This design comes from an exercise in tuning for small area on the open sky130 flow, not from production work.
In this exercise RTL edits were held to simulation tests only and were not proved equivalent to the original.
The flow treats the clock pin as an ideal source, which a real chip does not have.
Power and IR drop assume default switching activity.

[flow/design.v]
module tslfs_core (
    input  wire         clk,
    input  wire         rst,           
    input  wire [9:0]   cmd,           
    input  wire [63:0]  now,
    input  wire [63:0]  period,
    output wire [1:0]   res_stage,     
    output wire [2:0]   res_err,       
    output wire         res_boundary,
    output wire         res_frame_valid,
    output wire [7:0]   res_frame_len,
    output wire [1:0]   res_decision,  
    output wire [31:0]  res_dropped_since_last,
    output wire [511:0] res_payload,   
    output reg  [64:0]  next_allowed,
    output wire [31:0]  dropped_count,
    output reg  [31:0]  malformed_count,
    output reg  [31:0]  framing_err_count,
    output reg  [31:0]  truncated_count
);
    wire       do_reset = rst | cmd[9];
    wire       do_feed  = ~do_reset & cmd[8];
    wire [7:0] b        = cmd[7:0];
    reg  [8:0]   c;         
    reg          bnd_r;     
    reg          poison_r;  
    reg          head_r;    
    reg  [1:0]   m;         
    reg          fed;       
    reg  [495:0] pl;        
    reg          zr;        
    reg  [31:0]  dr;        
    wire [8:0] ce       = bnd_r ? 9'd1 : c;       
    wire       poison_e = poison_r & ~bnd_r;
    wire       head_e   = head_r | bnd_r;
    wire overflow  = (ce == 9'd255);
    wire boundary  = (m == 2'd3) && (b == 8'h58);
    wire poisoned  = poison_e | overflow;
    wire frame     = boundary & ~poisoned & head_e;
    wire malformed = boundary & ~poisoned & ~head_e;
    wire long      = ce[7] | ce[6];                
    wire decode_ok = frame & long;
    wire truncated = frame & ~long;
    wire ge        = ~next_allowed[64] & ge64;
    wire admit     = decode_ok & ge;
    wire drop      = decode_ok & ~ge;
    wire first2    = ce[8] | (ce == 9'd0);           
    wire lt64      = ce[8] | (~ce[7] & ~ce[6] & ~(&ce[5:0]));
    wire [63:0] sum_x = now ^ period;
    wire [63:0] sum_g0 = now & period;
    wire sum_G0 = sum_g0[1] | (sum_x[1] & sum_g0[0]);
    wire sum_P0 = sum_x[1] & sum_x[0];
    wire sum_G1 = sum_g0[3] | (sum_x[3] & sum_g0[2]);
    wire sum_P1 = sum_x[3] & sum_x[2];
    wire sum_G2 = sum_g0[5] | (sum_x[5] & sum_g0[4]);
    wire sum_P2 = sum_x[5] & sum_x[4];
    wire sum_G3 = sum_g0[7] | (sum_x[7] & sum_g0[6]);
    wire sum_P3 = sum_x[7] & sum_x[6];
    wire sum_G4 = sum_g0[9] | (sum_x[9] & sum_g0[8]);
    wire sum_P4 = sum_x[9] & sum_x[8];
    wire sum_G5 = sum_g0[11] | (sum_x[11] & sum_g0[10]);
    wire sum_P5 = sum_x[11] & sum_x[10];
    wire sum_G6 = sum_g0[13] | (sum_x[13] & sum_g0[12]);
    wire sum_P6 = sum_x[13] & sum_x[12];
    wire sum_G7 = sum_g0[15] | (sum_x[15] & sum_g0[14]);
    wire sum_P7 = sum_x[15] & sum_x[14];
    wire sum_G8 = sum_g0[17] | (sum_x[17] & sum_g0[16]);
    wire sum_P8 = sum_x[17] & sum_x[16];
    wire sum_G9 = sum_g0[19] | (sum_x[19] & sum_g0[18]);
    wire sum_P9 = sum_x[19] & sum_x[18];
    wire sum_G10 = sum_g0[21] | (sum_x[21] & sum_g0[20]);
    wire sum_P10 = sum_x[21] & sum_x[20];
    wire sum_G11 = sum_g0[23] | (sum_x[23] & sum_g0[22]);
    wire sum_P11 = sum_x[23] & sum_x[22];
    wire sum_G12 = sum_g0[25] | (sum_x[25] & sum_g0[24]);
    wire sum_P12 = sum_x[25] & sum_x[24];
    wire sum_G13 = sum_g0[27] | (sum_x[27] & sum_g0[26]);
    wire sum_P13 = sum_x[27] & sum_x[26];
    wire sum_G14 = sum_g0[29] | (sum_x[29] & sum_g0[28]);
    wire sum_P14 = sum_x[29] & sum_x[28];
    wire sum_G15 = sum_g0[31] | (sum_x[31] & sum_g0[30]);
    wire sum_P15 = sum_x[31] & sum_x[30];
    wire sum_G16 = sum_g0[33] | (sum_x[33] & sum_g0[32]);
    wire sum_P16 = sum_x[33] & sum_x[32];
    wire sum_G17 = sum_g0[35] | (sum_x[35] & sum_g0[34]);
    wire sum_P17 = sum_x[35] & sum_x[34];
    wire sum_G18 = sum_g0[37] | (sum_x[37] & sum_g0[36]);
    wire sum_P18 = sum_x[37] & sum_x[36];
    wire sum_G19 = sum_g0[39] | (sum_x[39] & sum_g0[38]);
    wire sum_P19 = sum_x[39] & sum_x[38];
    wire sum_G20 = sum_g0[41] | (sum_x[41] & sum_g0[40]);
    wire sum_P20 = sum_x[41] & sum_x[40];
    wire sum_G21 = sum_g0[43] | (sum_x[43] & sum_g0[42]);
    wire sum_P21 = sum_x[43] & sum_x[42];
    wire sum_G22 = sum_g0[45] | (sum_x[45] & sum_g0[44]);
    wire sum_P22 = sum_x[45] & sum_x[44];
    wire sum_G23 = sum_g0[47] | (sum_x[47] & sum_g0[46]);
    wire sum_P23 = sum_x[47] & sum_x[46];
    wire sum_G24 = sum_g0[49] | (sum_x[49] & sum_g0[48]);
    wire sum_P24 = sum_x[49] & sum_x[48];
    wire sum_G25 = sum_g0[51] | (sum_x[51] & sum_g0[50]);
    wire sum_P25 = sum_x[51] & sum_x[50];
    wire sum_G26 = sum_g0[53] | (sum_x[53] & sum_g0[52]);
    wire sum_P26 = sum_x[53] & sum_x[52];
    wire sum_G27 = sum_g0[55] | (sum_x[55] & sum_g0[54]);
    wire sum_P27 = sum_x[55] & sum_x[54];
    wire sum_G28 = sum_g0[57] | (sum_x[57] & sum_g0[56]);
    wire sum_P28 = sum_x[57] & sum_x[56];
    wire sum_G29 = sum_g0[59] | (sum_x[59] & sum_g0[58]);
    wire sum_P29 = sum_x[59] & sum_x[58];
    wire sum_G30 = sum_g0[61] | (sum_x[61] & sum_g0[60]);
    wire sum_P30 = sum_x[61] & sum_x[60];
    wire sum_G31 = sum_g0[63] | (sum_x[63] & sum_g0[62]);
    wire sum_P31 = sum_x[63] & sum_x[62];
    wire sum_G32 = sum_G1 | (sum_P1 & sum_G0);
    wire sum_P32 = sum_P1 & sum_P0;
    wire sum_G33 = sum_G3 | (sum_P3 & sum_G2);
    wire sum_P33 = sum_P3 & sum_P2;
    wire sum_G34 = sum_G5 | (sum_P5 & sum_G4);
    wire sum_P34 = sum_P5 & sum_P4;
    wire sum_G35 = sum_G7 | (sum_P7 & sum_G6);
    wire sum_P35 = sum_P7 & sum_P6;
    wire sum_G36 = sum_G9 | (sum_P9 & sum_G8);
    wire sum_P36 = sum_P9 & sum_P8;
    wire sum_G37 = sum_G11 | (sum_P11 & sum_G10);
    wire sum_P37 = sum_P11 & sum_P10;
    wire sum_G38 = sum_G13 | (sum_P13 & sum_G12);
    wire sum_P38 = sum_P13 & sum_P12;
    wire sum_G39 = sum_G15 | (sum_P15 & sum_G14);
    wire sum_P39 = sum_P15 & sum_P14;
    wire sum_G40 = sum_G17 | (sum_P17 & sum_G16);
    wire sum_P40 = sum_P17 & sum_P16;
    wire sum_G41 = sum_G19 | (sum_P19 & sum_G18);
    wire sum_P41 = sum_P19 & sum_P18;
    wire sum_G42 = sum_G21 | (sum_P21 & sum_G20);
    wire sum_P42 = sum_P21 & sum_P20;
    wire sum_G43 = sum_G23 | (sum_P23 & sum_G22);
    wire sum_P43 = sum_P23 & sum_P22;
    wire sum_G44 = sum_G25 | (sum_P25 & sum_G24);
    wire sum_P44 = sum_P25 & sum_P24;
    wire sum_G45 = sum_G27 | (sum_P27 & sum_G26);
    wire sum_P45 = sum_P27 & sum_P26;
    wire sum_G46 = sum_G29 | (sum_P29 & sum_G28);
    wire sum_P46 = sum_P29 & sum_P28;
    wire sum_G47 = sum_G31 | (sum_P31 & sum_G30);
    wire sum_P47 = sum_P31 & sum_P30;
    wire sum_G48 = sum_G33 | (sum_P33 & sum_G32);
    wire sum_P48 = sum_P33 & sum_P32;
    wire sum_G49 = sum_G35 | (sum_P35 & sum_G34);
    wire sum_P49 = sum_P35 & sum_P34;
    wire sum_G50 = sum_G37 | (sum_P37 & sum_G36);
    wire sum_P50 = sum_P37 & sum_P36;
    wire sum_G51 = sum_G39 | (sum_P39 & sum_G38);
    wire sum_P51 = sum_P39 & sum_P38;
    wire sum_G52 = sum_G41 | (sum_P41 & sum_G40);
    wire sum_P52 = sum_P41 & sum_P40;
    wire sum_G53 = sum_G43 | (sum_P43 & sum_G42);
    wire sum_P53 = sum_P43 & sum_P42;
    wire sum_G54 = sum_G45 | (sum_P45 & sum_G44);
    wire sum_P54 = sum_P45 & sum_P44;
    wire sum_G55 = sum_G47 | (sum_P47 & sum_G46);
    wire sum_P55 = sum_P47 & sum_P46;
    wire sum_G56 = sum_G49 | (sum_P49 & sum_G48);
    wire sum_P56 = sum_P49 & sum_P48;
    wire sum_G57 = sum_G51 | (sum_P51 & sum_G50);
    wire sum_P57 = sum_P51 & sum_P50;
    wire sum_G58 = sum_G53 | (sum_P53 & sum_G52);
    wire sum_P58 = sum_P53 & sum_P52;
    wire sum_G59 = sum_G55 | (sum_P55 & sum_G54);
    wire sum_P59 = sum_P55 & sum_P54;
    wire sum_G60 = sum_G57 | (sum_P57 & sum_G56);
    wire sum_P60 = sum_P57 & sum_P56;
    wire sum_G61 = sum_G59 | (sum_P59 & sum_G58);
    wire sum_P61 = sum_P59 & sum_P58;
    wire sum_G62 = sum_G61 | (sum_P61 & sum_G60);
    wire sum_P62 = sum_P61 & sum_P60;
    wire sum_G63 = sum_G58 | (sum_P58 & sum_G60);
    wire sum_P63 = sum_P58 & sum_P60;
    wire sum_G64 = sum_G50 | (sum_P50 & sum_G56);
    wire sum_P64 = sum_P50 & sum_P56;
    wire sum_G65 = sum_G52 | (sum_P52 & sum_G60);
    wire sum_P65 = sum_P52 & sum_P60;
    wire sum_G66 = sum_G54 | (sum_P54 & sum_G63);
    wire sum_P66 = sum_P54 & sum_P63;
    wire sum_G67 = sum_G34 | (sum_P34 & sum_G48);
    wire sum_P67 = sum_P34 & sum_P48;
    wire sum_G68 = sum_G36 | (sum_P36 & sum_G56);
    wire sum_P68 = sum_P36 & sum_P56;
    wire sum_G69 = sum_G38 | (sum_P38 & sum_G64);
    wire sum_P69 = sum_P38 & sum_P64;
    wire sum_G70 = sum_G40 | (sum_P40 & sum_G60);
    wire sum_P70 = sum_P40 & sum_P60;
    wire sum_G71 = sum_G42 | (sum_P42 & sum_G65);
    wire sum_P71 = sum_P42 & sum_P65;
    wire sum_G72 = sum_G44 | (sum_P44 & sum_G63);
    wire sum_P72 = sum_P44 & sum_P63;
    wire sum_G73 = sum_G46 | (sum_P46 & sum_G66);
    wire sum_P73 = sum_P46 & sum_P66;
    wire sum_G74 = sum_G2 | (sum_P2 & sum_G32);
    wire sum_P74 = sum_P2 & sum_P32;
    wire sum_G75 = sum_G4 | (sum_P4 & sum_G48);
    wire sum_P75 = sum_P4 & sum_P48;
    wire sum_G76 = sum_G6 | (sum_P6 & sum_G67);
    wire sum_P76 = sum_P6 & sum_P67;
    wire sum_G77 = sum_G8 | (sum_P8 & sum_G56);
    wire sum_P77 = sum_P8 & sum_P56;
    wire sum_G78 = sum_G10 | (sum_P10 & sum_G68);
    wire sum_P78 = sum_P10 & sum_P68;
    wire sum_G79 = sum_G12 | (sum_P12 & sum_G64);
    wire sum_P79 = sum_P12 & sum_P64;
    wire sum_G80 = sum_G14 | (sum_P14 & sum_G69);
    wire sum_P80 = sum_P14 & sum_P69;
    wire sum_G81 = sum_G16 | (sum_P16 & sum_G60);
    wire sum_P81 = sum_P16 & sum_P60;
    wire sum_G82 = sum_G18 | (sum_P18 & sum_G70);
    wire sum_P82 = sum_P18 & sum_P70;
    wire sum_G83 = sum_G20 | (sum_P20 & sum_G65);
    wire sum_P83 = sum_P20 & sum_P65;
    wire sum_G84 = sum_G22 | (sum_P22 & sum_G71);
    wire sum_P84 = sum_P22 & sum_P71;
    wire sum_G85 = sum_G24 | (sum_P24 & sum_G63);
    wire sum_P85 = sum_P24 & sum_P63;
    wire sum_G86 = sum_G26 | (sum_P26 & sum_G72);
    wire sum_P86 = sum_P26 & sum_P72;
    wire sum_G87 = sum_G28 | (sum_P28 & sum_G66);
    wire sum_P87 = sum_P28 & sum_P66;
    wire sum_G88 = sum_G30 | (sum_P30 & sum_G73);
    wire sum_P88 = sum_P30 & sum_P73;
    wire sum_G89 = sum_g0[2] | (sum_x[2] & sum_G0);
    wire sum_P89 = sum_x[2] & sum_P0;
    wire sum_G90 = sum_g0[4] | (sum_x[4] & sum_G32);
    wire sum_P90 = sum_x[4] & sum_P32;
    wire sum_G91 = sum_g0[6] | (sum_x[6] & sum_G74);
    wire sum_P91 = sum_x[6] & sum_P74;
    wire sum_G92 = sum_g0[8] | (sum_x[8] & sum_G48);
    wire sum_P92 = sum_x[8] & sum_P48;
    wire sum_G93 = sum_g0[10] | (sum_x[10] & sum_G75);
    wire sum_P93 = sum_x[10] & sum_P75;
    wire sum_G94 = sum_g0[12] | (sum_x[12] & sum_G67);
    wire sum_P94 = sum_x[12] & sum_P67;
    wire sum_G95 = sum_g0[14] | (sum_x[14] & sum_G76);
    wire sum_P95 = sum_x[14] & sum_P76;
    wire sum_G96 = sum_g0[16] | (sum_x[16] & sum_G56);
    wire sum_P96 = sum_x[16] & sum_P56;
    wire sum_G97 = sum_g0[18] | (sum_x[18] & sum_G77);
    wire sum_P97 = sum_x[18] & sum_P77;
    wire sum_G98 = sum_g0[20] | (sum_x[20] & sum_G68);
    wire sum_P98 = sum_x[20] & sum_P68;
    wire sum_G99 = sum_g0[22] | (sum_x[22] & sum_G78);
    wire sum_P99 = sum_x[22] & sum_P78;
    wire sum_G100 = sum_g0[24] | (sum_x[24] & sum_G64);
    wire sum_P100 = sum_x[24] & sum_P64;
    wire sum_G101 = sum_g0[26] | (sum_x[26] & sum_G79);
    wire sum_P101 = sum_x[26] & sum_P79;
    wire sum_G102 = sum_g0[28] | (sum_x[28] & sum_G69);
    wire sum_P102 = sum_x[28] & sum_P69;
    wire sum_G103 = sum_g0[30] | (sum_x[30] & sum_G80);
    wire sum_P103 = sum_x[30] & sum_P80;
    wire sum_G104 = sum_g0[32] | (sum_x[32] & sum_G60);
    wire sum_P104 = sum_x[32] & sum_P60;
    wire sum_G105 = sum_g0[34] | (sum_x[34] & sum_G81);
    wire sum_P105 = sum_x[34] & sum_P81;
    wire sum_G106 = sum_g0[36] | (sum_x[36] & sum_G70);
    wire sum_P106 = sum_x[36] & sum_P70;
    wire sum_G107 = sum_g0[38] | (sum_x[38] & sum_G82);
    wire sum_P107 = sum_x[38] & sum_P82;
    wire sum_G108 = sum_g0[40] | (sum_x[40] & sum_G65);
    wire sum_P108 = sum_x[40] & sum_P65;
    wire sum_G109 = sum_g0[42] | (sum_x[42] & sum_G83);
    wire sum_P109 = sum_x[42] & sum_P83;
    wire sum_G110 = sum_g0[44] | (sum_x[44] & sum_G71);
    wire sum_P110 = sum_x[44] & sum_P71;
    wire sum_G111 = sum_g0[46] | (sum_x[46] & sum_G84);
    wire sum_P111 = sum_x[46] & sum_P84;
    wire sum_G112 = sum_g0[48] | (sum_x[48] & sum_G63);
    wire sum_P112 = sum_x[48] & sum_P63;
    wire sum_G113 = sum_g0[50] | (sum_x[50] & sum_G85);
    wire sum_P113 = sum_x[50] & sum_P85;
    wire sum_G114 = sum_g0[52] | (sum_x[52] & sum_G72);
    wire sum_P114 = sum_x[52] & sum_P72;
    wire sum_G115 = sum_g0[54] | (sum_x[54] & sum_G86);
    wire sum_P115 = sum_x[54] & sum_P86;
    wire sum_G116 = sum_g0[56] | (sum_x[56] & sum_G66);
    wire sum_P116 = sum_x[56] & sum_P66;
    wire sum_G117 = sum_g0[58] | (sum_x[58] & sum_G87);
    wire sum_P117 = sum_x[58] & sum_P87;
    wire sum_G118 = sum_g0[60] | (sum_x[60] & sum_G73);
    wire sum_P118 = sum_x[60] & sum_P73;
    wire sum_G119 = sum_g0[62] | (sum_x[62] & sum_G88);
    wire sum_P119 = sum_x[62] & sum_P88;
    wire [64:0] sum = {sum_G62, sum_x ^ {sum_G119 , sum_G88 , sum_G118 , sum_G73 , sum_G117 , sum_G87 , sum_G116 , sum_G66 , sum_G115 , sum_G86 , sum_G114 , sum_G72 , sum_G113 , sum_G85 , sum_G112 , sum_G63 , sum_G111 , sum_G84 , sum_G110 , sum_G71 , sum_G109 , sum_G83 , sum_G108 , sum_G65 , sum_G107 , sum_G82 , sum_G106 , sum_G70 , sum_G105 , sum_G81 , sum_G104 , sum_G60 , sum_G103 , sum_G80 , sum_G102 , sum_G69 , sum_G101 , sum_G79 , sum_G100 , sum_G64 , sum_G99 , sum_G78 , sum_G98 , sum_G68 , sum_G97 , sum_G77 , sum_G96 , sum_G56 , sum_G95 , sum_G76 , sum_G94 , sum_G67 , sum_G93 , sum_G75 , sum_G92 , sum_G48 , sum_G91 , sum_G74 , sum_G90 , sum_G32 , sum_G89 , sum_G0 , sum_g0[0], 1'b0}};
    wire [63:0] ge64_g = now & ~next_allowed[63:0];
    wire [63:0] ge64_p = now | ~next_allowed[63:0];
    wire ge64_G0 = ge64_g[1] | (ge64_p[1] & ge64_g[0]);
    wire ge64_P0 = ge64_p[1] & ge64_p[0];
    wire ge64_G1 = ge64_g[3] | (ge64_p[3] & ge64_g[2]);
    wire ge64_P1 = ge64_p[3] & ge64_p[2];
    wire ge64_G2 = ge64_g[5] | (ge64_p[5] & ge64_g[4]);
    wire ge64_P2 = ge64_p[5] & ge64_p[4];
    wire ge64_G3 = ge64_g[7] | (ge64_p[7] & ge64_g[6]);
    wire ge64_P3 = ge64_p[7] & ge64_p[6];
    wire ge64_G4 = ge64_g[9] | (ge64_p[9] & ge64_g[8]);
    wire ge64_P4 = ge64_p[9] & ge64_p[8];
    wire ge64_G5 = ge64_g[11] | (ge64_p[11] & ge64_g[10]);
    wire ge64_P5 = ge64_p[11] & ge64_p[10];
    wire ge64_G6 = ge64_g[13] | (ge64_p[13] & ge64_g[12]);
    wire ge64_P6 = ge64_p[13] & ge64_p[12];
    wire ge64_G7 = ge64_g[15] | (ge64_p[15] & ge64_g[14]);
    wire ge64_P7 = ge64_p[15] & ge64_p[14];
    wire ge64_G8 = ge64_g[17] | (ge64_p[17] & ge64_g[16]);
    wire ge64_P8 = ge64_p[17] & ge64_p[16];
    wire ge64_G9 = ge64_g[19] | (ge64_p[19] & ge64_g[18]);
    wire ge64_P9 = ge64_p[19] & ge64_p[18];
    wire ge64_G10 = ge64_g[21] | (ge64_p[21] & ge64_g[20]);
    wire ge64_P10 = ge64_p[21] & ge64_p[20];
    wire ge64_G11 = ge64_g[23] | (ge64_p[23] & ge64_g[22]);
    wire ge64_P11 = ge64_p[23] & ge64_p[22];
    wire ge64_G12 = ge64_g[25] | (ge64_p[25] & ge64_g[24]);
    wire ge64_P12 = ge64_p[25] & ge64_p[24];
    wire ge64_G13 = ge64_g[27] | (ge64_p[27] & ge64_g[26]);
    wire ge64_P13 = ge64_p[27] & ge64_p[26];
    wire ge64_G14 = ge64_g[29] | (ge64_p[29] & ge64_g[28]);
    wire ge64_P14 = ge64_p[29] & ge64_p[28];
    wire ge64_G15 = ge64_g[31] | (ge64_p[31] & ge64_g[30]);
    wire ge64_P15 = ge64_p[31] & ge64_p[30];
    wire ge64_G16 = ge64_g[33] | (ge64_p[33] & ge64_g[32]);
    wire ge64_P16 = ge64_p[33] & ge64_p[32];
    wire ge64_G17 = ge64_g[35] | (ge64_p[35] & ge64_g[34]);
    wire ge64_P17 = ge64_p[35] & ge64_p[34];
    wire ge64_G18 = ge64_g[37] | (ge64_p[37] & ge64_g[36]);
    wire ge64_P18 = ge64_p[37] & ge64_p[36];
    wire ge64_G19 = ge64_g[39] | (ge64_p[39] & ge64_g[38]);
    wire ge64_P19 = ge64_p[39] & ge64_p[38];
    wire ge64_G20 = ge64_g[41] | (ge64_p[41] & ge64_g[40]);
    wire ge64_P20 = ge64_p[41] & ge64_p[40];
    wire ge64_G21 = ge64_g[43] | (ge64_p[43] & ge64_g[42]);
    wire ge64_P21 = ge64_p[43] & ge64_p[42];
    wire ge64_G22 = ge64_g[45] | (ge64_p[45] & ge64_g[44]);
    wire ge64_P22 = ge64_p[45] & ge64_p[44];
    wire ge64_G23 = ge64_g[47] | (ge64_p[47] & ge64_g[46]);
    wire ge64_P23 = ge64_p[47] & ge64_p[46];
    wire ge64_G24 = ge64_g[49] | (ge64_p[49] & ge64_g[48]);
    wire ge64_P24 = ge64_p[49] & ge64_p[48];
    wire ge64_G25 = ge64_g[51] | (ge64_p[51] & ge64_g[50]);
    wire ge64_P25 = ge64_p[51] & ge64_p[50];
    wire ge64_G26 = ge64_g[53] | (ge64_p[53] & ge64_g[52]);
    wire ge64_P26 = ge64_p[53] & ge64_p[52];
    wire ge64_G27 = ge64_g[55] | (ge64_p[55] & ge64_g[54]);
    wire ge64_P27 = ge64_p[55] & ge64_p[54];
    wire ge64_G28 = ge64_g[57] | (ge64_p[57] & ge64_g[56]);
    wire ge64_P28 = ge64_p[57] & ge64_p[56];
    wire ge64_G29 = ge64_g[59] | (ge64_p[59] & ge64_g[58]);
    wire ge64_P29 = ge64_p[59] & ge64_p[58];
    wire ge64_G30 = ge64_g[61] | (ge64_p[61] & ge64_g[60]);
    wire ge64_P30 = ge64_p[61] & ge64_p[60];
    wire ge64_G31 = ge64_g[63] | (ge64_p[63] & ge64_g[62]);
    wire ge64_P31 = ge64_p[63] & ge64_p[62];
    wire ge64_G32 = ge64_G1 | (ge64_P1 & ge64_G0);
    wire ge64_P32 = ge64_P1 & ge64_P0;
    wire ge64_G33 = ge64_G3 | (ge64_P3 & ge64_G2);
    wire ge64_P33 = ge64_P3 & ge64_P2;
    wire ge64_G34 = ge64_G5 | (ge64_P5 & ge64_G4);
    wire ge64_P34 = ge64_P5 & ge64_P4;
    wire ge64_G35 = ge64_G7 | (ge64_P7 & ge64_G6);
    wire ge64_P35 = ge64_P7 & ge64_P6;
    wire ge64_G36 = ge64_G9 | (ge64_P9 & ge64_G8);
    wire ge64_P36 = ge64_P9 & ge64_P8;
    wire ge64_G37 = ge64_G11 | (ge64_P11 & ge64_G10);
    wire ge64_P37 = ge64_P11 & ge64_P10;
    wire ge64_G38 = ge64_G13 | (ge64_P13 & ge64_G12);
    wire ge64_P38 = ge64_P13 & ge64_P12;
    wire ge64_G39 = ge64_G15 | (ge64_P15 & ge64_G14);
    wire ge64_P39 = ge64_P15 & ge64_P14;
    wire ge64_G40 = ge64_G17 | (ge64_P17 & ge64_G16);
    wire ge64_P40 = ge64_P17 & ge64_P16;
    wire ge64_G41 = ge64_G19 | (ge64_P19 & ge64_G18);
    wire ge64_P41 = ge64_P19 & ge64_P18;
    wire ge64_G42 = ge64_G21 | (ge64_P21 & ge64_G20);
    wire ge64_P42 = ge64_P21 & ge64_P20;
    wire ge64_G43 = ge64_G23 | (ge64_P23 & ge64_G22);
    wire ge64_P43 = ge64_P23 & ge64_P22;
    wire ge64_G44 = ge64_G25 | (ge64_P25 & ge64_G24);
    wire ge64_P44 = ge64_P25 & ge64_P24;
    wire ge64_G45 = ge64_G27 | (ge64_P27 & ge64_G26);
    wire ge64_P45 = ge64_P27 & ge64_P26;
    wire ge64_G46 = ge64_G29 | (ge64_P29 & ge64_G28);
    wire ge64_P46 = ge64_P29 & ge64_P28;
    wire ge64_G47 = ge64_G31 | (ge64_P31 & ge64_G30);
    wire ge64_P47 = ge64_P31 & ge64_P30;
    wire ge64_G48 = ge64_G33 | (ge64_P33 & ge64_G32);
    wire ge64_P48 = ge64_P33 & ge64_P32;
    wire ge64_G49 = ge64_G35 | (ge64_P35 & ge64_G34);
    wire ge64_P49 = ge64_P35 & ge64_P34;
    wire ge64_G50 = ge64_G37 | (ge64_P37 & ge64_G36);
    wire ge64_P50 = ge64_P37 & ge64_P36;
    wire ge64_G51 = ge64_G39 | (ge64_P39 & ge64_G38);
    wire ge64_P51 = ge64_P39 & ge64_P38;
    wire ge64_G52 = ge64_G41 | (ge64_P41 & ge64_G40);
    wire ge64_P52 = ge64_P41 & ge64_P40;
    wire ge64_G53 = ge64_G43 | (ge64_P43 & ge64_G42);
    wire ge64_P53 = ge64_P43 & ge64_P42;
    wire ge64_G54 = ge64_G45 | (ge64_P45 & ge64_G44);
    wire ge64_P54 = ge64_P45 & ge64_P44;
    wire ge64_G55 = ge64_G47 | (ge64_P47 & ge64_G46);
    wire ge64_P55 = ge64_P47 & ge64_P46;
    wire ge64_G56 = ge64_G49 | (ge64_P49 & ge64_G48);
    wire ge64_P56 = ge64_P49 & ge64_P48;
    wire ge64_G57 = ge64_G51 | (ge64_P51 & ge64_G50);
    wire ge64_P57 = ge64_P51 & ge64_P50;
    wire ge64_G58 = ge64_G53 | (ge64_P53 & ge64_G52);
    wire ge64_P58 = ge64_P53 & ge64_P52;
    wire ge64_G59 = ge64_G55 | (ge64_P55 & ge64_G54);
    wire ge64_P59 = ge64_P55 & ge64_P54;
    wire ge64_G60 = ge64_G57 | (ge64_P57 & ge64_G56);
    wire ge64_P60 = ge64_P57 & ge64_P56;
    wire ge64_G61 = ge64_G59 | (ge64_P59 & ge64_G58);
    wire ge64_P61 = ge64_P59 & ge64_P58;
    wire ge64_G62 = ge64_G61 | (ge64_P61 & ge64_G60);
    wire ge64_P62 = ge64_P61 & ge64_P60;
    wire ge64 = ge64_G62 | ge64_P62;
    function [31:0] cnt_next(input [31:0] v, input inc, input clr);
        reg [32:0] t;
        integer j;
        begin
            t[0]  = inc & ~(&v);
            for (j = 0; j < 16; j = j + 1) t[j+1] = t[j] & v[j];
            t[16] = t[0] & (&v[15:0]);
            for (j = 16; j < 32; j = j + 1) t[j+1] = t[j] & v[j];
            cnt_next = (v ^ t[31:0]) & {32{~clr}};
        end
    endfunction
    always @(posedge clk)
        if (cmd[8] & lt64) pl <= {b, pl[495:8]};
    assign dropped_count = dr & {32{~zr}};
    always @(posedge clk)
        dr <= cnt_next(dropped_count, do_feed & drop, 1'b0);
    always @(posedge clk) begin
        if (do_reset) begin
            c                 <= 9'h1FF;
            bnd_r             <= 1'b0;
            poison_r          <= 1'b0;
            head_r            <= 1'b1;
            m                 <= 2'd0;
            fed               <= 1'b0;
            zr                <= 1'b1;
        end else if (do_feed) begin
            fed      <= 1'b1;
            poison_r <= poisoned;
            m        <= (b == 8'h40) ? 2'd1 :
                        (m == 2'd1 && b == 8'h0A) ? 2'd2 :
                        (m == 2'd2 && b == 8'h58) ? 2'd3 : 2'd0;
            if (boundary) begin
                bnd_r <= 1'b1;
            end else begin
                bnd_r  <= 1'b0;
                c      <= overflow ? 9'd3 : ce + 9'd1;
                head_r <= head_e & ~(first2 & (b != 8'h58));
            end
            if (decode_ok) zr <= admit;
        end else begin
            fed <= 1'b0;
        end
    end
    always @(posedge clk)
        if (do_reset | (do_feed & admit)) next_allowed <= sum & {65{~do_reset}};
    always @(posedge clk) begin
        framing_err_count <= cnt_next(framing_err_count, do_feed & overflow,  do_reset);
        malformed_count   <= cnt_next(malformed_count,   do_feed & malformed, do_reset);
        truncated_count   <= cnt_next(truncated_count,   do_feed & truncated, do_reset);
    end
    wire o_bnd   = fed & bnd_r;
    wire o_good  = o_bnd & ~poison_r & head_r;
    wire o_malf  = o_bnd & ~poison_r & ~head_r;
    wire o_ovf   = fed & (bnd_r ? (&c[7:0]) : (poison_r & (c[7:0] == 8'd3)));
    wire o_long  = c[7] | c[6];
    wire o_dec   = o_good & o_long;
    wire o_trunc = o_good & ~o_long;
    assign res_stage              = {o_dec, o_good};
    assign res_err                = {1'b0, o_malf | o_trunc, o_ovf | o_trunc};
    assign res_boundary           = o_bnd;
    assign res_frame_valid        = o_good;
    assign res_frame_len          = c[7:0];
    assign res_decision           = {o_dec & ~zr, o_dec & zr};
    assign res_dropped_since_last = dr;
    assign res_payload            = {pl, 16'h5858};
endmodule
[flow/flow/run.sh]
#!/bin/bash
set -uo pipefail
PORTS="-buffer_cell sky130_fd_sc_hd__buf_1"
bash standard.sh BUFFER_PORTS_ARGS="$PORTS" place > orfs_place.log 2>&1 || exit 1

export TRY_DIR=$PWD/orfs/results/$FLOW_PLATFORM/tslfs_core/base
B="-sink_clustering_enable -repair_clock_nets -dont_use_dummy_load"
CANDS=(
  "$B -buf_list sky130_fd_sc_hd__clkbuf_4 -sink_clustering_size 10 -sink_clustering_max_diameter 35"
  "$B -buf_list sky130_fd_sc_hd__clkbuf_4 -sink_clustering_size 12 -sink_clustering_max_diameter 40"
  "$B -buf_list sky130_fd_sc_hd__clkbuf_4 -sink_clustering_size 10 -sink_clustering_max_diameter 45"
  "$B -buf_list sky130_fd_sc_hd__clkbuf_4 -sink_clustering_size 12 -sink_clustering_max_diameter 50"
  "$B -buf_list sky130_fd_sc_hd__clkbuf_4 -sink_clustering_size 8 -sink_clustering_max_diameter 30"
  "$B -buf_list sky130_fd_sc_hd__clkbuf_2 -sink_clustering_size 6 -sink_clustering_max_diameter 25"
  "$B -buf_list sky130_fd_sc_hd__clkbuf_8 -sink_clustering_size 20 -sink_clustering_max_diameter 50"
  "$B -buf_list sky130_fd_sc_hd__clkbuf_8 -sink_clustering_size 16 -sink_clustering_max_diameter 50"
)
LIMIT=0.105
best=""; best_area=""
i=0
for a in "${CANDS[@]}"; do
  TRY_ARGS="$a" openroad -no_init -exit flow/cts_try.tcl > cts_try_$i.log 2>&1 &
  i=$((i+1))
  if (( i % 4 == 0 )); then wait; fi
done
wait
i=0
for a in "${CANDS[@]}"; do
  r=$(grep TRY_RESULT cts_try_$i.log | tail -1)
  echo "$i | $a | $r" >> cts_choice.log
  if [[ -n "$r" ]]; then
    area=$(echo "$r" | awk '{print $2}'); slew=$(echo "$r" | awk '{print $3}')
    if awk -v s="$slew" -v l="$LIMIT" 'BEGIN{exit !(s <= l)}'; then
      if [[ -z "$best" ]] || awk -v a="$area" -v b="$best_area" 'BEGIN{exit !(a < b)}'; then
        best="$a"; best_area="$area"
      fi
    fi
  fi
  i=$((i+1))
done
if [[ -z "$best" ]]; then best="${CANDS[4]}"; fi
echo "chosen: $best" >> cts_choice.log
bash standard.sh BUFFER_PORTS_ARGS="$PORTS" CTS_ARGS="$best" finish > orfs_finish.log 2>&1
[flow/flow/cts_try.tcl]
# Trial clock tree on the placed design: prints the clock cells' area and the worst
# flip-flop clock-pin slew for the clock_tree_synthesis arguments in TRY_ARGS.
set plat $::env(FLOW_HOME)/platforms/$::env(FLOW_PLATFORM)
read_liberty $plat/lib/sky130_fd_sc_hd__tt_025C_1v80.lib
read_db $::env(TRY_DIR)/3_place.odb
read_sdc $::env(TRY_DIR)/3_place.sdc
source $plat/setRC.tcl
eval clock_tree_synthesis $::env(TRY_ARGS)
estimate_parasitics -placement
set area 0.0
set n 0
foreach inst [get_cells *] {
  set m [get_property $inst ref_name]
  if {[string match "*clkbuf*" $m] || [string match "*clkinv*" $m]} {
    set master [[ord::get_db] findMaster $m]
    set area [expr {$area + [$master getWidth] * [$master getHeight] / 1.0e6}]
    incr n
  }
}
set worst 0.0
foreach p [get_pins -hierarchical */CLK] {
  set s [get_property $p slew_max]
  if {$s > $worst} { set worst $s }
}
puts [format "TRY_RESULT %.3f %.5f %d" $area $worst $n]
[flow/standard.sh]
#!/bin/bash
# synth_recipe.tcl (not shown) runs the flow's synth.tcl, then flattens the netlist and writes it again
# the make line also repeats each setting of config.mk as NAME=value (left out here)
make -C /OpenROAD-flow-scripts/flow DESIGN_CONFIG=/design/flow/config.mk WORK_HOME=/design/flow/orfs CLKGATE_MAP_FILE= SYNTH_SCRIPT=/design/flow/synth_recipe.tcl "${@:-finish}"
[flow/config.mk]
export PLATFORM = sky130hd
export DESIGN_NAME = tslfs_core
export DESIGN_NICKNAME = tslfs_core
export VERILOG_FILES = /design/flow/design.v
export SDC_FILE = /design/flow/constraint.sdc
export NUM_CORES = 4
export LEC_CHECK = 0
export CAP_MARGIN = 20
export CORE_MARGIN = 2
export CORE_UTILIZATION = 40
export PLACE_DENSITY = 0.95
export SLEW_MARGIN = 20
export SYNTH_MEMORY_MAX_BITS = 4096
[flow/constraint.sdc]
create_clock -name core_clock -period 10.0 [get_ports {clk}]
set_input_delay 2.0000 -clock core_clock [delete_from_list [all_inputs] [get_ports {clk}]]
set_output_delay 2.0000 -clock core_clock [all_outputs]
set_load 0.01 [all_outputs]
==> results_dict.tcl, run 1 <==
set metrics [dict create \
    finalCriticalPeriod_ps 6690 \
    cap_violations 0 \
    postSynthAreaPerCell_um2 16.0 \
    grt_pass1_wl_um 121000 \
    ys_seq_area_frac 0.718 \
    detailedPlace.worstSlack_ps 2460 \
    cp.buffers_inverters 2 \
    nFillCells 5718 \
    finalCritPeriodShare 0.669 \
    crit_path_start_kind "input pin" \
    peakVddDrop_mv 0.139 \
    p_clk_frac 0.248 \
    synthFlopType "edfxtp_1" \
    antenna_found_initial 10 \
    grt_overflow 0 \
    drt-pass1-iter-count 6 \
    fin_area_um2 32600 \
    ys_seq_elements 705 \
    tightest_slew_ps 1040 \
    row_count 96 \
    drive_gt1_frac 0.0513 \
    rsz0062_at_grt "no" \
    layout_commonest_cell "buf_1" \
    grt_max_degree 174 \
    clk_pin_slew_worst_paths_ps 100 \
    p_leak_uw 0.0123 \
    antenna_left 0 \
    finalNetCount 3031 \
    final_cell_mix "buf_1, edfxtp_1, ha_1, dfxtp_1, and2_1" \
    hold_start "pl[416]" \
    wl_per_cell_um 24.4 \
    die_area_um2 70800 \
    postCtsHoldBufs 0 \
    ys_top_cells_by_area "edfxtp_1, dfxtp_1, ha_1, and2_1, fa_1" \
    crit_path_end_kind "flop" \
    drtIter0Drc 1958 \
    cp_max_fo 4 \
    synth_cell_types 71 \
    synth_largest_area_cell "edfxtp_1" \
    ios 894 \
    vias 19000 \
    synthCells 1717 \
    track_usage 0.234 \
    gp_congestion 0.928 \
    cts_setup_buffers 0 \
    insertion_delay_ps 940 \
    hold_end "pl[408]" \
    portBuffers 876 \
    reg2reg_to "malformed_count[31]" \
    crit_family "adder cells" \
    worstPathRequired_ps 10770 \
    synth_warnings 1 \
    fmax_mhz 150 \
    fp.dieH_um 266 \
    p_sw_uw 1490 \
    syn_area_um2 27500 \
    async_flop_share 0 \
    synth_edf_count 561 \
    core_um2 68300 \
    setup_viol 0 \
    p_per_area_nw_per_um2 172 \
    cts_tree "yes" \
    initial_core_util 0.402 \
    holdPathStages 0 \
    grt_pass1_vias 18500 \
    switching_share 0.267 \
    drc 0 \
    fp.dieW_um 266 \
    clock_skew_ps 191 \
    status "complete, no violations" \
    r2r_slack_ps 3970 \
    postPlaceCellArea_um2 31800 \
    setup_ws_ps 3310 \
    area_delta_synth_final_pct 18.6 \
    intPower_uw 4100 \
    arrival_ps 7460 \
    critPathKind "in2reg" \
    cts-resized-gates 0 \
    regToRegStartpoint "bnd_r" \
    drt-total-wl_um 86900 \
    via_per_inst 5.34 \
    rr_worst_depth 27 \
    clkSinkCount 705 \
    slew_headroom 0.309 \
    cpMaxStageDelayCell "or4_1" \
    power.share.sequential 0.636 \
    critPathMostFrequentCell "ha_1" \
    numCtsBuffers 108 \
    p_comb_frac 0.116 \
    hold_viol_final 0 \
    hold_class "reg2reg" \
    slowest_delay_ps 630 \
    dp_hpwl_um 68400 \
    synth.top_cell.area_share 0.613 \
    maxSlewViolCount 0 \
]
-- state kept, by name (all words and copies together) (netlist names) --
| name | cells |
|---|---|
| zr | 1 |
| c | 9 |
| framing_err_count | 32 |
| pl | 496 |
| head_r | 1 |
| poison_r | 1 |
| dr | 32 |
| truncated_count | 32 |
| next_allowed | 65 |
| fed | 1 |
| bnd_r | 1 |
| malformed_count | 32 |
| m | 2 |
-- worst register-to-register path, delay by kind of cell (launching register included) --
kind / cells / cell delay, ps
adder cells (fa/ha/maj): 16 / 3040
AND/OR/NAND/NOR: 8 / 1810
AO/OA/AOI/OAI: 1 / 120
buffers and inverters: 1 / 90
XOR/XNOR: 1 / 140
flip-flops: 1 / 670
-- metal layers --
metal / part of all wire / vias to the layer above / track usage
met5: 0.00045 / - / 0
met4: 0.055 / 6 / 0.118
met3: 0.10 / 279 / 0.0783
met2: 0.49 / 1191 / 0.399
met1: 0.35 / 9307 / 0.261
li1: - / 8252 / -
-- logic make-up after synthesis --
logic type,count (synthesis),synth area share
AOI/OAI and AO/OA,180,0.0463
muxes,2,0.000728
buffers and inverters,122,0.0203
and+or+nand+nor,435,0.0893
xor gates and xnor gates,39,0.0124
adders and majority gates,232,0.113
other,2,0.000273
DFF,705,0.718
-- through the flow --
step | TNS (ps) | hold WS [ps] | total power (µW) | instances | util
after floorplan | -370870 | 476 | 3950 | 1732 | -
after global placement | 0 | 427 | 4230 | 3446 | 0.465
after detailed placement | 0 | 430 | 4260 | 3446 | 0.465
after CTS | 0 | 364 | 5630 | 3554 | 0.477
after global routing | 0 | 366 | 5810 | 3564 | 0.477
final | 0 | 355 | 5600 | 3566 | 0.477
-- cell type report --
class / instances / area (µm²) / area share
sequential: 705 / 19700 / 0.605
multi-input combinational: 905 / 7290 / 0.224
clock buffer: 108 / 811 / 0.0249
antenna: 12 / 30.0 / 0.000921
timing repair buffer: 884 / 3390 / 0.104
inverter: 70 / 263 / 0.00806
tap: 882 / 1100 / 0.0338
-- power by group through the flow --
| stage | sequential, µW | combinational [µW] | clock, µW |
|---|---|---|---|
| global placement | 3600 | 627 | 0 |
| floorplan | 3690 | 262 | 0 |
| global route | 3580 | 701 | 1530 |
| detailed placement | 3620 | 644 | 0 |
| finish | 3560 | 648 | 1390 |
| CTS | 3560 | 644 | 1430 |
-- cell usage after synthesis, types with 6 or more instances --
cell type	number
a21o_1	27
xor2_1	6
nor4_1	11
maj3_1	15
o21ai_0	27
dfxtp_1	144
fa_1	32
ha_1	185
clkbuf_1	25
nor2b_1	57
nor2_1	78
nor3_1	18
nand2_1	36
and2_1	125
nand3_1	11
nand4_1	43
inv_1	69
a21oi_1	34
xnor2_1	33
nand2b_1	20
o22ai_1	8
edfxtp_1	561
a211oi_1	6
buf_4	27
-- worst max-delay path by stage --
| stage | slack [ps] | cells past startpoint | end | startpoint |
|---|---|---|---|---|
| after global routing | 3200 | 25 | dr[15] | now[58] |
| final | 3310 | 25 | dr[31] | now[58] |
| after floorplan | -750 | 2 | pl[0] | cmd[8] |
| after detailed placement | 2460 | 25 | dr[31] | now[58] |
| after CTS | 3480 | 25 | dr[31] | now[58] |
| after global placement | 2530 | 25 | dr[31] | now[58] |
==> run 2: changes to the inputs <==
--- a/flow/config.mk
+++ b/flow/config.mk
@@ -10,3 +10,3 @@
 export CORE_UTILIZATION = 40
-export PLACE_DENSITY = 0.95
+export PLACE_DENSITY = 0.8
 export SLEW_MARGIN = 20
==> run 2 against run 1 <==
Hold slack got worse by 4.5 ps. Clock power about the same. Setup slack improved by 140 ps. Register-to-register slack got worse by 30 ps. Sequential power about the same. Critical path type unchanged. Largest cell class unchanged. Largest power group unchanged. Highest routed layer unchanged.
==> results_dict.tcl, run 2 <==
set metrics [dict create \
    finalNetCount 3029 \
    row_count 96 \
    via_per_inst 5.17 \
    yosysMostFrequentCell "edfxtp_1" \
    status "complete, no violations" \
    clk_pin_slew_worst_paths_ps 100 \
    finalCriticalPeriod_ps 6550 \
    cts-resized-gates 0 \
    antenna_found_initial 8 \
    grt_overflow 0 \
    syn_area_um2 27500 \
    grt_pass1_wl_um 111000 \
    dp_hpwl_um 61900 \
    cts_tree "yes" \
    p_per_area_nw_per_um2 170 \
    insertion_delay_ps 900 \
    clkSinkCount 705 \
    p_leak_uw 0.0123 \
    synth_edf_count 561 \
    regMostFlops "pl" \
    gp_congestion 0.968 \
    top_regs "pl (496), next_allowed (65)" \
    area_delta_synth_final_pct 18.5 \
    drtIter0Drc 1456 \
    ys_seq_area_frac 0.718 \
    utilization 0.477 \
    synthCells 1717 \
    async_flop_share 0 \
    synth_warnings 1 \
    layout_commonest_cell "buf_1" \
    initial_core_util 0.402 \
    arrival_ps 7330 \
    vias 18400 \
    largest_reg_flops 496 \
    setup_tns_ps 0 \
    critPathKind "in2reg" \
    slew_headroom 0.262 \
    track_usage 0.212 \
    synthFlopType "edfxtp_1" \
    crit_path_end_kind "flop" \
    drive_gt1_frac 0.0506 \
    drc 0 \
    final_cell_mix "buf_1, edfxtp_1, ha_1, dfxtp_1, and2_1" \
    hold_viol_final 0 \
    regArea_um2 19700 \
    antenna_left 0 \
    postCtsHoldBufs 0 \
    core_um2 68300 \
    postSynthAreaPerCell_um2 16.0 \
    maxSlewViolCount 0 \
    crit_path_start_kind "input pin" \
    ys_seq_elements 705 \
    grt_max_degree 195 \
    grt_pass1_vias 17500 \
    worstPathRequired_ps 10780 \
    cp_max_fo 4 \
    synth_largest_area_cell "edfxtp_1" \
    tightest_slew_ps 1110 \
    rsz0062_at_grt "no" \
    synth_common_cells "edfxtp_1, ha_1, dfxtp_1" \
    nFillCells 5967 \
    hold_class "reg2reg" \
    numCtsBuffers 105 \
    finalCritPeriodShare 0.655 \
    fin_area_um2 32600 \
    postPlaceCellArea_um2 31800 \
    peakVddDrop_mv 0.125 \
    drt-total-wl_um 79000 \
    ys_top_cells_by_area "edfxtp_1, dfxtp_1, ha_1, and2_1, fa_1" \
    synth.top_cell.area_share 0.613 \
    synth_cell_types 71 \
    p_total_uw 5540 \
    die_area_um2 70800 \
    cts_setup_buffers 0 \
    cap_violations 0 \
    fp.dieH_um 266 \
    portBuffers 876 \
    ios 894 \
    wl_per_cell_um 22.2 \
    clock_skew_ps 179 \
    setup_viol 0 \
    fmax_mhz 153 \
    drt-pass1-iter-count 5 \
    multi_input_comb_area_um2 7290 \
    fp.dieW_um 266 \
]
-- run 2: changes by cell type in the layout (fill, tap and decap cells not counted), sizes merged --
cell,before,now
buf,884,885
clkbuf,108,105
diode,12,9
-- run 2: layout make-up --
type,instances,share of cell area
Multi-Input combinational cell,905,0.224
Sequential cell,705,0.605
Tap cell,882,0.0339
Antenna cell,9,0.000691
Clock buffer,105,0.0242
Inverter,70,0.00806
Timing Repair Buffer,885,0.104
-- run 2: cells by family after synthesis --
family | Yosys count | synth area share
fa+ha+maj | 232 | 0.113
buf+inv | 122 | 0.0203
other cells | 2 | 0.000273
flops | 705 | 0.718
simple gates | 435 | 0.0893
compound gates | 180 | 0.0463
mux | 2 | 0.000728
xor+xnor | 39 | 0.0124
-- run 2: path summary, 6_finish.rpt --
kind	startpoint	endpoint	slack, ps	depth (start not counted)
setup reg to reg	bnd_r	dr[31]	3940	27
hold reg to reg	pl[151]	pl[143]	350	0
hold / removal	pl[151]	pl[143]	350	0
setup / recovery	now[58]	dr[31]	3450	25
-- run 2: through the flow --
| step | setup WS, ps | hold slack [ps] | instances |
|---|---|---|---|
| final | 3450 | 350 | 3561 |
| after global routing | 3240 | 389 | 3558 |
| after detailed placement | 2590 | 430 | 3447 |
| after global placement | 2700 | 426 | 3447 |
| after floorplan | -748 | 476 | 1732 |
| after CTS | 3590 | 357 | 3552 |
-- run 2: report_power, final --
group          switching [µW]  internal (µW)  leakage (µW)  total [µW]
Combinational             430            203       0.00509         633
Clock                     887            478      0.000483        1360
Sequential                138           3410       0.00668        3550
Total                    1460           4090        0.0123        5540
-- run 2: metal layers --
layer / share of wire / up-vias / GRT usage
li1: - / 8263 / -
met2: 0.51 / 960 / 0.366
met5: 0.00052 / - / 0
met3: 0.088 / 191 / 0.0660
met1: 0.36 / 8974 / 0.242
met4: 0.045 / 6 / 0.0935
-- run 2: worst max-delay path, stage by stage --
cell and delay (ps):
buf_1 230, inv_1 70, a222oi_1 470, nand4_1 310, or4_1 610, a21o_1 210
a2111oi_4 200, nor3_2 150, and4b_1 200, ha_1 180, ha_1 180, ha_1 180
ha_1 180, ha_1 180, ha_1 180, ha_1 180, ha_1 190, ha_1 190
ha_1 180, ha_1 180, ha_1 190, ha_1 180, ha_1 180, ha_1 190
xor2_1 160
==> run 3: changes to the inputs <==
--- a/flow/design.v
+++ b/flow/design.v
@@ -445,2 +445,3 @@
             zr                <= 1'b1;
+            next_allowed      <= 65'd0;
         end else if (do_feed) begin
@@ -459,2 +460,3 @@
             if (decode_ok) zr <= admit;
+            if (admit) next_allowed <= sum;
         end else begin
@@ -463,4 +465,2 @@
     end
-    always @(posedge clk)
-        if (do_reset | (do_feed & admit)) next_allowed <= sum & {65{~do_reset}};
     always @(posedge clk) begin
==> flow/flow/run.sh (replaced) <==
#!/bin/bash
# Standard ORFS layout, with the port buffers made of the smallest buffer cell
# (every input and output port still gets its own buffer).
set -euo pipefail
bash standard.sh BUFFER_PORTS_ARGS="-buffer_cell sky130_fd_sc_hd__buf_1" finish > orfs_make.log 2>&1
--- a/flow/config.mk
+++ b/flow/config.mk
@@ -7,2 +7,3 @@
 export LEC_CHECK = 0
+export ABC_AREA = 1
 export CAP_MARGIN = 20
@@ -10,3 +11,3 @@
 export CORE_UTILIZATION = 40
-export PLACE_DENSITY = 0.8
+export CTS_BUF_LIST = sky130_fd_sc_hd__clkbuf_4 sky130_fd_sc_hd__clkbuf_2
 export SLEW_MARGIN = 20
removed: flow/flow/cts_try.tcl
==> run 3 against run 2 <==
Sequential power fell by 3%. First-iteration DRC count down 5.1%. Still clean on timing, DRC and antenna. Clock-buffer cell count rose by 159. Register-to-register slack better by 650 ps. Critical path type unchanged. Area after synthesis increased by 3.9%. Global-route usage rose by 1.6 points.
==> results_dict.tcl, run 3 <==
set metrics [dict create \
    finalCriticalPeriod_ps 5710 \
    layout_commonest_cell "buf_1" \
    synth_warnings 1 \
    async_flop_share 0 \
    cts_setup_buffers 0 \
    synthFlopType "edfxtp_1" \
    syn_area_um2 28600 \
    dp_hpwl_um 66500 \
    worstPathRequired_ps 10890 \
    yosysMostFrequentCell "edfxtp_1" \
    via_per_inst 4.71 \
    drc 0 \
    gp_congestion 0.920 \
    cts-root-buf "clkbuf_4" \
    p_sw_uw 1720 \
    crit_path_end_kind "flop" \
    crit_path_start_kind "input pin" \
    peakVddDrop_mv 0.156 \
    core_um2 70400 \
    reg2reg_to "dr[31]" \
    largest_reg_flops 496 \
    p_total_uw 6480 \
    holdPathStages 0 \
    fmax_mhz 175 \
    fp.dieH_um 271 \
    hold_viol_final 0 \
    ios 894 \
    row_count 97 \
    nFillCells 6512 \
    grt_max_degree 175 \
    grt_pass1_wl_um 125000 \
    rr_worst_depth 28 \
    cts_tree "yes" \
    synth_cell_types 46 \
    hold_class "reg2reg" \
    synth_largest_area_cell "edfxtp_1" \
    postSynthAreaPerCell_um2 12.1 \
    arrival_ps 6600 \
    final_cell_mix "buf_1, edfxtp_1, inv_1, nand2_1, nor2_1" \
    ys_seq_elements 705 \
    synthCells 2367 \
    portBuffers 876 \
    hold_ws_ps 375 \
    antenna_left 0 \
    track_usage 0.228 \
    cts_htree_levels 4 \
    slew_headroom 0.394 \
    maxSlewViolCount 0 \
    setup_viol 0 \
    drt-pass1-iter-count 5 \
    grt_overflow 0 \
    drive_gt1_frac 0.0958 \
    multi_input_comb_area_um2 7670 \
    cts-resized-gates 0 \
    p_clk_frac 0.384 \
    numCtsBuffers 181 \
    hold_end "pl[158]" \
    clk_pin_slew_worst_paths_ps 70 \
    wl_per_cell_um 19.6 \
    intPower_uw 4760 \
    r2r_slack_ps 4590 \
    finalNetCount 3733 \
    tightest_slew_ps 909 \
    grt_pass1_vias 19800 \
    stdcell_count 4470 \
    vias 21100 \
    synth_common_cells "edfxtp_1, inv_1, nand2_1" \
    synth_edf_count 496 \
    postCtsHoldBufs 0 \
    die_area_um2 73600 \
    drt-total-wl_um 87700 \
    top_regs "pl (496), next_allowed (65)" \
    detailedPlace.worstSlack_ps 3150 \
    regArea_um2 19100 \
    antenna_found_initial 7 \
    critPathKind "in2reg" \
    ys_seq_area_frac 0.668 \
    dp.cells 4132 \
    fp.dieW_um 271 \
    hold_start "pl[166]" \
    ys_top_cells_by_area "edfxtp_1, dfxtp_1, ha_1, inv_1, nand2_1" \
    clock_skew_ps 90.3 \
    p_per_area_nw_per_um2 184 \
    rsz0062_at_grt "no" \
    initial_core_util 0.406 \
    switching_share 0.265 \
    p_comb_frac 0.085 \
    clockBufferDepth 3 \
    regToRegStartpoint "bnd_r" \
    insertion_delay_ps 1020 \
    power.share.sequential 0.532 \
    p_leak_uw 0.0140 \
    area_delta_synth_final_pct 23.1 \
    finalCritPeriodShare 0.571 \
    clkSinkCount 705 \
    cap_violations 0 \
    regMostFlops "pl" \
    status "complete, no violations" \
    drtIter0Drc 1382 \
    synth.top_cell.area_share 0.521 \
    cp_max_fo 68 \
    setup_ws_ps 4290 \
]
run 3: changes by cell type after synthesis, sizes merged, moves of 20 or more:
cell | previous run | this run
inv | 69 | 385
nand2 | 36 | 331
nor2 | 78 | 270
and2 | 126 | 1
dfxtp | 144 | 209
edfxtp | 561 | 496
nand4 | 43 | 102
nor2b | 57 | 0
nand3 | 11 | 44
buf | 27 | 57
o21ai | 31 | 57
nand2b | 20 | 0
run 3: how the worst max path moves through the flow:
stage	startpoint	endpoint	slack, ps	cells after the start
floorplan	cmd[8]	pl[0]	-640	2
global placement	cmd[6]	dr[31]	3270	28
detailed placement	cmd[6]	dr[31]	3150	28
CTS	cmd[6]	dr[31]	4270	28
global route	cmd[3]	dr[31]	3750	28
finish	cmd[6]	dr[31]	4290	28
run 3: layout make-up:
cell class	instances	share of cell area
diodes	14	0.000997
clock buffers	264	0.0564
clock inverters	59	0.00968
inverters	385	0.0411
multi-input cells	1214	0.218
flip-flops and latches	705	0.543
well taps	940	0.0335
repair buffers	889	0.0975
run 3: logic make-up after synthesis:
group | after synthesis | synth area share
xor+xnor | 42 | 0.0129
fa+ha+maj | 217 | 0.103
simple gates | 793 | 0.119
other cells | 2 | 0.000263
compound gates | 145 | 0.0295
flops | 705 | 0.668
buf+inv | 463 | 0.0667
run 3: routing by layer:
metal | wire length [µm] | up-vias | track usage
met3 | 7750 | 153 | 0.0771
met2 | 44700 | 893 | 0.398
met4 | 2470 | 0 | 0.0930
met1 | 32700 | 9961 | 0.254
met5 | 0 | - | 0
li1 | - | 10100 | -
run 3: critical path: stages:
cell,delay [ps]
buf_1,130
nand2_1,70
nor3_1,210
nand2_1,180
nor2_2,130
nand2_1,90
nor2_2,130
nand2_1,110
nor3_4,110
buf_4,640
nand2_1,250
nor3_1,200
ha_1,170
ha_1,130
ha_1,140
ha_1,140
ha_1,150
ha_1,150
ha_1,140
ha_1,150
ha_1,170
ha_1,150
ha_1,140
ha_1,130
ha_1,130
ha_1,140
ha_1,150
xor2_1,120
run 3: power by group through the flow:
stage	registers, µW	clock network, µW	logic (µW)
2_1_floorplan	3590	0	232
3_3_place_gp	3500	0	554
3_5_place_dp	3510	0	551
4_1_cts	3440	2580	552
5_1_grt	3460	2720	602
6_report	3440	2480	550
run 3: metrics by stage:
step | utilization | cell area, µm² | TNS (ps)
6_report | 0.499 | 35200 | 0
5_1_grt | 0.499 | 35100 | 0
4_1_cts | 0.499 | 35100 | 0
3_5_place_dp | 0.466 | 32800 | 0
3_3_place_gp | 0.466 | 32800 | 0
2_1_floorplan | - | 28600 | -315030
==> run 4: changes to the inputs <==
==> flow/flow/run.sh (replaced) <==
#!/bin/bash
# Standard ORFS layout with two changes:
#  - every input and output port still gets its own buffer, made of the smallest buffer cell;
#  - clock tree: small clock buffers in small sink clusters, no dummy loads.
set -euo pipefail
bash standard.sh \
  BUFFER_PORTS_ARGS="-buffer_cell sky130_fd_sc_hd__buf_1" \
  CTS_ARGS="-sink_clustering_enable -repair_clock_nets -dont_use_dummy_load -buf_list sky130_fd_sc_hd__clkbuf_4 -sink_clustering_size 10 -sink_clustering_max_diameter 35" \
  finish > orfs_make.log 2>&1
--- a/flow/config.mk
+++ b/flow/config.mk
@@ -11,3 +11,2 @@
 export CORE_UTILIZATION = 40
-export CTS_BUF_LIST = sky130_fd_sc_hd__clkbuf_4 sky130_fd_sc_hd__clkbuf_2
 export SLEW_MARGIN = 20
==> run 4 against run 3 <==
Register-to-register slack got worse by 20 ps. Hold slack worse by 29 ps. Critical endpoint unchanged. Still clean. Largest power group unchanged. Cell area down 4.2%.
==> results_dict.tcl, run 4 <==
set metrics [dict create \
    status "complete, no violations" \
    ios 894 \
    synth_largest_area_cell "edfxtp_1" \
    synthXorXnorAreaFrac 0.0129 \
    ys_top_cells_by_area "edfxtp_1, dfxtp_1, ha_1, inv_1, nand2_1" \
    rr_worst_depth 28 \
    syn_area_um2 28600 \
    grt_overflow 0 \
    slowest_delay_ps 650 \
    detailedPlace.worstSlack_ps 3150 \
    finalCriticalPeriod_ps 5870 \
    finalNetCount 3664 \
    p_leak_uw 0.0131 \
    postPlaceCellArea_um2 32800 \
    synth_adder_area_share 0.103 \
    crit_family "adder cells" \
    grt_pass1_vias 18900 \
    clkSinkCount 705 \
    layout_commonest_cell "buf_1" \
    crit_path_end_kind "flop" \
    maxSlewViolCount 0 \
    fmax_mhz 170 \
    clk_pin_slew_worst_paths_ps 80 \
    dp_hpwl_um 66500 \
    reg2reg_to "dr[31]" \
    synth_cell_types 46 \
    synthSimpleGateAreaFrac 0.119 \
    hold_viol_final 0 \
    via_per_inst 4.78 \
    track_usage 0.221 \
    synthMuxAreaShare 0 \
    finalCritPeriodShare 0.587 \
    postCtsHoldBufs 0 \
    cts-root-buf "clkbuf_4" \
    drtIter0Drc 1327 \
    synthFlopType "edfxtp_1" \
    worst-path-stages 28 \
    regToRegStartpoint "bnd_r" \
    synth_edf_count 496 \
    wl_per_cell_um 20.1 \
    numCtsBuffers 112 \
    slew_headroom 0.376 \
    rsz0062_at_grt "no" \
    p_per_area_nw_per_um2 161 \
    ys_seq_elements 705 \
    critPathMostFrequentCell "ha_1" \
    die_area_um2 73600 \
    drive_gt1_frac 0.0502 \
    async_flop_share 0 \
    crit_start "cmd[6]" \
    portBuffers 876 \
    setup_viol 0 \
    core_um2 70400 \
    r2r_slack_ps 4570 \
    cts_htree_levels 3 \
    drt-total-wl_um 85600 \
    grt_pass1_wl_um 122000 \
    endpoint "dr[31]" \
    setup_ws_ps 4130 \
    insertion_delay_ps 890 \
    postSynthAreaPerCell_um2 12.1 \
    cp_max_fo 68 \
    hold_class "reg2reg" \
    synth_warnings 1 \
    synth.top_cell.area_share 0.521 \
    fp.dieH_um 271 \
    synthCells 2367 \
    fin_area_um2 33700 \
    peakVddDrop_mv 0.115 \
    worstPathRequired_ps 10770 \
    critPathKind "in2reg" \
    cpMaxStageDelayCell "buf_4" \
    top_regs "pl (496), next_allowed (65)" \
    drt-pass1-iter-count 5 \
    cap_violations 0 \
    largest_reg_flops 496 \
    arrival_ps 6640 \
    synth_common_cells "edfxtp_1, inv_1, nand2_1" \
    final_cell_mix "buf_1, edfxtp_1, inv_1, nand2_1, nor2_1" \
    cts_setup_buffers 0 \
    antenna_left 0 \
    synth_compound_area_frac 0.0295 \
    regMostFlops "pl" \
    clockBufferDepth 3 \
    fp.dieW_um 271 \
    crit_path_start_kind "input pin" \
    initial_core_util 0.406 \
    cts_tree "yes" \
    yosysMostFrequentCell "edfxtp_1" \
    area_delta_synth_final_pct 17.9 \
    tightest_slew_ps 935 \
    ys_seq_area_frac 0.668 \
    synth_top_family_by_area "simple AND/OR/NAND/NOR gates" \
    vias 20400 \
    antenna_found_initial 8 \
    cp.buffers_inverters 2 \
    row_count 97 \
    cts-resized-gates 0 \
    clock_skew_ps 127 \
    drc 0 \
    gp_congestion 0.920 \
    grt_max_degree 175 \
]
run 4: cell types whose count changed in the layout (fill, tap and decap cells not counted), sizes merged:
cell    change
bufinv      -1
clkbuf    -152
clkinv     -49
diode       -5
inv         -9
run 4: metal layers:
| layer | vias to the layer above | share of wire | track usage |
|---|---|---|---|
| li1 | 9769 | - | - |
| met1 | 9652 | 0.37 | 0.250 |
| met2 | 785 | 0.51 | 0.394 |
| met3 | 146 | 0.088 | 0.0727 |
| met4 | 2 | 0.029 | 0.0719 |
| met5 | - | 0.00022 | 0 |
run 4: worst min path at each step:
stage | from | endpoint | slack (ps) | depth (start not counted)
after floorplan | c[8] | c[8] | 460 | 2
after global placement | pl[314] | pl[306] | 430 | 0
after detailed placement | pl[151] | pl[143] | 430 | 0
after CTS | pl[154] | pl[146] | 350 | 0
after global routing | pl[219] | pl[211] | 340 | 0
final | pl[328] | pl[320] | 350 | 0
run 4: per-stage QoR:
step / total power, µW / setup TNS (ps) / util / instances / hold slack (ps)
6_report: 5410 / 0 / 0.478 / 4254 / 345
5_1_grt: 5660 / 0 / 0.478 / 4253 / 339
4_1_cts: 5490 / 0 / 0.477 / 4244 / 349
3_5_place_dp: 4060 / 0 / 0.466 / 4132 / 430
3_3_place_gp: 4060 / 0 / 0.466 / 4132 / 426
2_1_floorplan: 3820 / -315030 / - / 2382 / 457
run 4: final cells by class:
class                   instances  area, µm²
clock buffers                 112        841
flip-flops and latches        705      19100
fillers                      6626      36700
well taps                     940       1180
multi-input cells            1214       7670
inverters                     385       1450
repair buffers                889       3430
diodes                          9       22.5
run 4: cells by family (layout without fill, tap and decap cells):
logic type,Yosys count,in the layout
flops,705,705
fa+ha+maj,217,217
buf+inv,463,1386
simple gates,793,793
compound gates,145,145
xor+xnor,42,42
other cells,2,26
run 4: power breakdown:
group / leakage [µW] / internal (µW) / switching [µW]
sequential: 0.00648 / 3330 / 104
combinational: 0.00615 / 165 / 385
clock: 0.000515 / 507 / 916
==> run 5: changes to the inputs <==
--- a/flow/design.v
+++ b/flow/design.v
@@ -445,3 +445,2 @@
             zr                <= 1'b1;
-            next_allowed      <= 65'd0;
         end else if (do_feed) begin
@@ -460,3 +459,2 @@
             if (decode_ok) zr <= admit;
-            if (admit) next_allowed <= sum;
         end else begin
@@ -465,2 +463,4 @@
     end
+    always @(posedge clk)
+        if (do_reset | (do_feed & admit)) next_allowed <= sum & {65{~do_reset}};
     always @(posedge clk) begin
--- a/flow/config.mk
+++ b/flow/config.mk
@@ -7,3 +7,2 @@
 export LEC_CHECK = 0
-export ABC_AREA = 1
 export CAP_MARGIN = 20
==> run 5 against run 4 <==
Still clean on timing, DRC and antenna. Wire length decreased by 4.4%. Critical path depth fell by 3. Total power is 3.7% higher. First-iteration DRC count rose by 3.5%. Register-to-register slack worse by 650 ps. Hold slack improved by 3.4 ps. Clock-buffer cell count increased by 1. Area after synthesis down 3.8%. Clock skew grew 25 ps. Fmax shrank 13%. Clock power barely moved. Cell area shrank 3.0%.
==> results_dict.tcl, run 5 <==
set metrics [dict create \
    status "complete, no violations" \
    cts_tree "yes" \
    insertion_delay_ps 890 \
    cp_max_fo 4 \
    portBuffers 876 \
    r2r_slack_ps 3920 \
    synth_warnings 1 \
    regMostFlops "pl" \
    numCtsBuffers 113 \
    clkSinkCount 705 \
    finalNetCount 3037 \
    largest_reg_flops 496 \
    crit_path_start_kind "input pin" \
    regToRegStartpoint "bnd_r" \
    cts-resized-gates 0 \
    p_per_area_nw_per_um2 172 \
    fp.dieW_um 266 \
    met2_usage 0.371 \
    reg2reg_to "dr[31]" \
    postSynthAreaPerCell_um2 16.0 \
    setup_ws_ps 3240 \
    synth_edf_count 561 \
    hold_class "reg2reg" \
    ys_top_cells_by_area "edfxtp_1, dfxtp_1, ha_1, and2_1, fa_1" \
    cap_violations 0 \
    initial_core_util 0.402 \
    cpMaxStageDelayCell "or4_1" \
    dp.cells 3447 \
    met1_usage 0.252 \
    synth.top_cell.area_share 0.613 \
    postCtsHoldBufs 0 \
    busiest_layer "met2" \
    top_regs "pl (496), next_allowed (65)" \
    drtIter0Drc 1373 \
    ys_seq_area_frac 0.718 \
    antenna_left 0 \
    rsz0062_at_grt "no" \
    grt_pass1_vias 17900 \
    arrival_ps 7420 \
    cts-root-buf "clkbuf_4" \
    worst-path-stages 25 \
    drive_gt1_frac 0.0534 \
    grt_overflow 0 \
    detailedPlace.worstSlack_ps 2500 \
    finalCriticalPeriod_ps 6760 \
    hold_ws_ps 349 \
    p_leak_uw 0.0123 \
    tightest_slew_ps 963 \
    gp_congestion 0.960 \
    grt_pass1_wl_um 116000 \
    worstPathRequired_ps 10660 \
    async_flop_share 0 \
    synth_largest_area_cell "edfxtp_1" \
    core_um2 68300 \
    grt_max_degree 184 \
    clock_skew_ps 153 \
    stdcell_count 3571 \
    slew_headroom 0.358 \
    drc 0 \
    drt-total-wl_um 81800 \
    setup_viol 0 \
    clockBufferDepth 3 \
    nFillCells 6200 \
    cp.buffers_inverters 2 \
    clk_pin_slew_worst_paths_ps 100 \
    crit_start "now[58]" \
    die_area_um2 70800 \
    hold_viol_final 0 \
    track_usage 0.220 \
    synth_cell_types 71 \
    vias 18300 \
]
==> run 5: changes by cell type after synthesis, sizes merged, moves of 30 or more <==
| cell | change |
|---|---|
| buf | -30 |
| nand2 | -295 |
| nand3 | -33 |
| nor2b | +57 |
| inv | -316 |
| dfxtp | -65 |
| nand4 | -59 |
| and2 | +125 |
| nor2 | -192 |
| edfxtp | +65 |
==> run 5: worst min path at each step <==
stage                    to  depth (start not counted)
floorplan              m[1]                          2
global placement    pl[221]                          0
detailed placement   pl[40]                          0
CTS                 pl[153]                          0
global route        pl[183]                          0
finish              pl[153]                          0
==> run 5: layout make-up <==
type | instances | area [µm²] | share of cell area
antenna | 11 | 27.5 | 0.000843
clock buffer | 113 | 848 | 0.0260
inverter | 70 | 263 | 0.00805
multi-input combinational | 905 | 7290 | 0.223
sequential | 705 | 19700 | 0.604
tap | 882 | 1100 | 0.0338
timing repair buffer | 885 | 3380 | 0.104
==> run 5: power breakdown <==
group	internal (µW)	total, µW	leakage, µW	switching [µW]
Clock	512	1430	0.000520	919
Sequential	3410	3540	0.00668	128
Combinational	203	644	0.00509	441
Total	4120	5610	0.0123	1490
==> run 5: metrics by stage <==
stage,utilization,total power (µW)
after floorplan,-,3950
after global placement,0.465,4230
final,0.478,5610
after CTS,0.477,5680
after detailed placement,0.465,4250
after global routing,0.478,5860
==> run 5: metal layers <==
metal | wire length (µm) | vias to the layer above
met5 | 73 | -
met4 | 3240 | 12
met3 | 7650 | 197
met2 | 40600 | 837
met1 | 30200 | 8965
li1 | - | 8256
==> run 5: cell families (layout without fill, tap and decap cells) <==
group                      count (synthesis)  count (layout)  share of synthesized area
other                                      2              28                   0.000273
DFF                                      705             705                      0.718
muxes                                      2               2                   0.000728
xor gates and xnor gates                  39              39                     0.0124
AOI/OAI and AO/OA                        180             180                     0.0463
and+or+nand+nor                          435             435                     0.0893
buffers and inverters                    122            1068                     0.0203
adders and majority gates                232             232                      0.113

-- re-timing with driven ports --
Ports are ideal in the flow. The routed layouts listed here were re-timed in OpenROAD.
Step 1, drivers: a clkbuf_16 drives clk and a buf_2 each remaining input, both assumed.
Step 2 also shifts input and output timing later by t, the mid clock arrival at the registers, as if the neighbouring blocks saw the same clock.
Three values: no drivers, after step 1, after step 2; two values: the first two.
| run | t, ns | slack for setup (ns) |
|---|---|---|
| run 1 | 0.895 | 3.313 / 3.354 / 2.459 |
| run 2 | 0.859 | 3.448 / 3.464 / 2.604 |
| run 3 | 1.034 | 4.291 / 4.329 / 3.295 |
| run 4 | 0.891 | 4.134 / 4.172 / 3.280 |
| run 5 | 0.875 | 3.242 / 3.278 / 2.403 |
After both steps setup and hold are still met in every run listed.
